Context: an optimization exercise on an open-source flow, tuned for small area, a short achievable clock period and few clock cycles per item. The choices shown serve that exercise and are no tape-out recipe.
The RTL was checked by simulation tests, not by an equivalence proof against the original design.
Power is estimated from default activity; no workload was simulated.

// permcore
module permcore (
    input  wire         clk,
    input  wire         rst,           
    input  wire         cmd_valid,
    output wire         cmd_ready,
    input  wire [162:0] cmd,
    output reg          rsp_valid,
    output reg  [1:0]   rsp_status,
    output reg  [63:0]  rsp_data
);
For scale: ~24000 cells after synthesis, about 5700 flip-flops, about 230 I/O pins.
==> flow/config.mk <==
export PLATFORM = sky130hd
export DESIGN_NAME = permcore
export DESIGN_NICKNAME = permcore
export VERILOG_FILES = /design/flow/design.v
export SDC_FILE = /design/flow/constraint.sdc
export NUM_CORES = 8
export LEC_CHECK = 0
export CAP_MARGIN = 30
export CORE_MARGIN = 2
export CORE_UTILIZATION = 55
export CTS_CLUSTER_DIAMETER = 100
export CTS_CLUSTER_SIZE = 24
export SLEW_MARGIN = 30
==> flow/constraint.sdc <==
create_clock -name core_clock -period 12.0 [get_ports {clk}]
set_input_delay 2.4000 -clock core_clock [delete_from_list [all_inputs] [get_ports {clk}]]
set_output_delay 2.4000 -clock core_clock [all_outputs]
set_load 0.01 [all_outputs]
standard.sh (not shown) runs the stock make flow with config.mk's settings and CLKGATE_MAP_FILE= SYNTH_SCRIPT=/design/flow/synth_recipe.tcl, a recipe that flattens the netlist after the stock synthesis.
==> flow/flow/run.sh <==
#!/bin/bash
# The standard layout, with timing repair aimed well below the clock period
# (repair_timing works until every path has SETUP_SLACK_MARGIN ns of slack)
# and extra antenna repair after global and after detailed routing.
set -euo pipefail
export POST_GLOBAL_ROUTE_TCL="$PWD/flow/grt_post.tcl"
export POST_DETAIL_ROUTE_TCL="$PWD/flow/drt_post.tcl"
bash standard.sh SETUP_SLACK_MARGIN=7.7 MAX_REPAIR_ANTENNAS_ITER_DRT=1 finish > flow_standard.log 2>&1
==> flow/flow/drt_post.tcl <==
# After detailed routing and ORFS's own antenna loop: while antenna
# violations remain, add diodes (with a margin) and route again.
set my_iter 0
while { [check_antennas] && $my_iter < 8 } {
  repair_antennas -ratio_margin 30
  detailed_route {*}$::all_args
  incr my_iter
}
==> flow/flow/grt_post.tcl <==
repair_antennas -iterations 5 -ratio_margin 50
check_placement -verbose
check_antennas
Testbench counts at the start, summed over its fixed seeds: cycles 3,224, items 2,048.
Then changed:
--- a/flow/design.v
+++ b/flow/design.v
@@ -78,20 +78,18 @@
                 if (bc == 8'd128) building <= 1'b0;
             end
         end
     end
     always @(posedge clk)
         if (acc && ok_build) bc <= 8'd0;
         else if (building)   bc <= bc + 8'd1;
     reg [6:0]  ra, rb, rc;
     reg [63:0] state;
-    reg [63:0] state_r;
-    wire [63:0] state2 = state_r;
     reg        gz;                     
     reg [83:0] g_rot;
     reg [55:0] g_lo, g_hi;
     wire [5:0] A = ra[5:0], B = rb[5:0], Cs = rc[5:0];
     wire eA = ~ra[6], eB = ~rb[6], eC = ~rc[6];
     wire [7:0] A8 = {2'b0, A}, B8 = {2'b0, B}, C8 = {2'b0, Cs};
     wire [7:0] amb  = (A >= B) ? A8 - B8 : 8'd0;             
     wire [7:0] hi67 = (Cs >= B) ? 8'd63 : 8'd63 - B8 + C8;   
     wire       zz   = (ra == 7'd0) || (rb == 7'd0) || (rc == 7'd0);
@@ -102,53 +100,42 @@
         g_lo  <= {(zz | ~(eA & eB & eC)) ? 8'hff : C8 + amb,
                   (zz | ~(eB & eC))      ? 8'hff : C8,
                   (zz | ~(eA & eC))      ? 8'hff : A8 + C8,
                   (zz | ~eC)             ? 8'hff : C8,
                   (zz | ~(eA & eB))      ? 8'hff : amb,
                   (zz | ~eB)             ? 8'hff : 8'd0,
                   (zz | ~eA)             ? 8'hff : A8};
         g_hi  <= {hi67, hi67, 8'd63, 8'd63, 8'd63 - B8, 8'd63 - B8, 8'd63};
     end
-    reg [63:0] g_out, g_out_r;
-    reg [447:0] g_term;
+    reg [63:0] g_out;
     integer t;
     always @(*) begin
-        for (t = 0; t < 7; t = t + 1)
-            g_term[64*t +: 64] = rotl(t < 3 ? state : state2, g_rot[12*t +: 12])
-                               & window(g_lo[8*t +: 8], g_hi[8*t +: 8]);
         g_out = state & {64{~gz}};
         for (t = 0; t < 7; t = t + 1)
-            g_out = g_out ^ g_term[64*t +: 64];
-        g_out_r = g_term[64*6 +: 64];
-        for (t = 5; t >= 0; t = t - 1)
-            g_out_r = g_out_r ^ g_term[64*t +: 64];
-        g_out_r = g_out_r ^ (state2 & {64{~gz}});
+            g_out = g_out ^ (rotl(state, g_rot[12*t +: 12]) & window(g_lo[8*t +: 8], g_hi[8*t +: 8]));
     end
     reg [NSTG-1:0]    p_val, p_an, p_ad;
     reg [2*NSTG-1:0]  p_st;
     reg [64*NSTG-1:0] p_v;
     reg [1:0]         q_val, q_gadv;
     reg [3:0]         q_st;
     wire       built = (phase == PH_BUILT);
     wire [1:0] st_in = illegal ? ST_ILLEGAL :
                        (ok_gload | ok_gadv | ok_build | ok_mix) ? ST_OK : ST_PHASE;
     wire gstep = (q_val[0] & q_gadv[0]) | (building & ~bc[7]);
     always @(posedge clk) begin
         if (acc && ok_gload) begin
             state <= cmd_x;
-            state_r <= cmd_x;
             ra <= {|cmd_a[31:6], cmd_a[5:0]};
             rb <= {|cmd_b[31:6], cmd_b[5:0]};
             rc <= {|cmd_c[31:6], cmd_c[5:0]};
-        end else if (gstep) begin
+        end else if (gstep)
             state <= g_out;
-            state_r <= g_out_r;
-        end
     end
     reg [4095:0] tbl;        
     reg [63:0]   C, Cp;
     reg         b_load;
     always @(posedge clk)
         b_load <= ~rst & building & ~bc[0] & (bc < 8'd127);
     wire        b_xor  = building & ~bc[0] & (bc != 8'd0);      
     wire [5:0]  bj     = bc[6:1];
     reg  [63:0] below, above;
@@ -157,25 +144,25 @@
         for (q = 0; q < 64; q = q + 1) begin
             below[q] = (q < bj);
             above[q] = (q > bj);
         end
     always @(posedge clk) begin
         if (acc && ok_build) begin
             C  <= 64'd0;
             Cp <= 64'd0;
         end else if (b_load) begin
-            C  <= C  ^ (~state2 & above);
-            Cp <= Cp ^ (~state2 & below);
+            C  <= C  ^ (~state & above);
+            Cp <= Cp ^ (~state & below);
         end
         if (b_load)
-            tbl <= {state2, tbl[4095:64]};
+            tbl <= {state, tbl[4095:64]};
         else if (b_xor)
-            tbl[4095:4032] <= tbl[4095:4032] ^ state2;
+            tbl[4095:4032] <= tbl[4095:4032] ^ state;
     end
     reg [64*NSTG-1:0] seg_out;
     reg [63:0] v, o;
     reg [UPS-1:0] s, sn, sd;
     reg x;
     integer g, i, j, b, kk, qq, lo;
     always @(*) begin
         for (g = 0; g < NSTG; g = g + 1) begin
             lo = UPS*g;
@@ -219,12 +206,12 @@
         p_st   <= {p_st[2*NSTG-3:0], st_in};
         p_an   <= {p_an[NSTG-2:0], ok_mix & ~op[0]};
         p_ad   <= {p_ad[NSTG-2:0], ok_mix & op[0]};
         q_st   <= {q_st[1:0], st_in};
         q_gadv <= {q_gadv[0], ok_gadv};
         p_v[63:0] <= cmd_x ^ (op[0] ? Cp : C);
         p_v[64*NSTG-1:64] <= seg_out[64*(NSTG-1)-1:0];
         rsp_status <= p_val[NSTG-1] ? p_st[2*NSTG-1 -: 2] : q_st[3:2];
         rsp_data   <= ({64{p_val[NSTG-1] & (p_an[NSTG-1] | p_ad[NSTG-1])}} & (last ^ (p_ad[NSTG-1] ? C : Cp)))
-                    | ({64{q_val[1] & q_gadv[1]}} & state2);
+                    | ({64{q_val[1] & q_gadv[1]}} & state);
     end
 endmodule
Outcome: The new run completed without violations; register-to-register slack gets better by 50 ps; global-route usage goes down by 2.0 points; die area decreases by 2.1%; maximum frequency came out higher by 1.1%; via count shrinks by 3.9%; combinational power decreases by 7.4%; power came out lower by 2.0%.
Testbench counts after the change, summed over its fixed seeds: cycles 3,224, items 2,048.

## port drivers added, routing unchanged
The flow's constraints put no driver on any port. The routed layouts listed below were extracted and timed again, unchanged, in two steps. Step 1, drivers: a clkbuf_16 drives clk and a buf_2 each remaining input, both assumed. Step 2 also shifts input and output timing later by t, the mid clock arrival at the registers, as if the neighbouring blocks saw the same clock. a / b / c = ideal / step 1 / step 2; a / b = the first two.
run | shift t [ns] | setup WS [ns] | worst hold slack (ns) | worst setup path after step 2
the first run | 1.168 | 7.389 / 7.389 / 6.517 | 0.322 / 0.322 / 0.322 | input to register
the second run | 1.139 | 7.437 / 7.437 / 6.724 | 0.319 / 0.319 / 0.319 | input to register
After both steps every run listed still meets setup and hold. The setup slack of the first run, which loses most, moves by 0.000 ns with the drivers and by -0.872 ns with both steps.
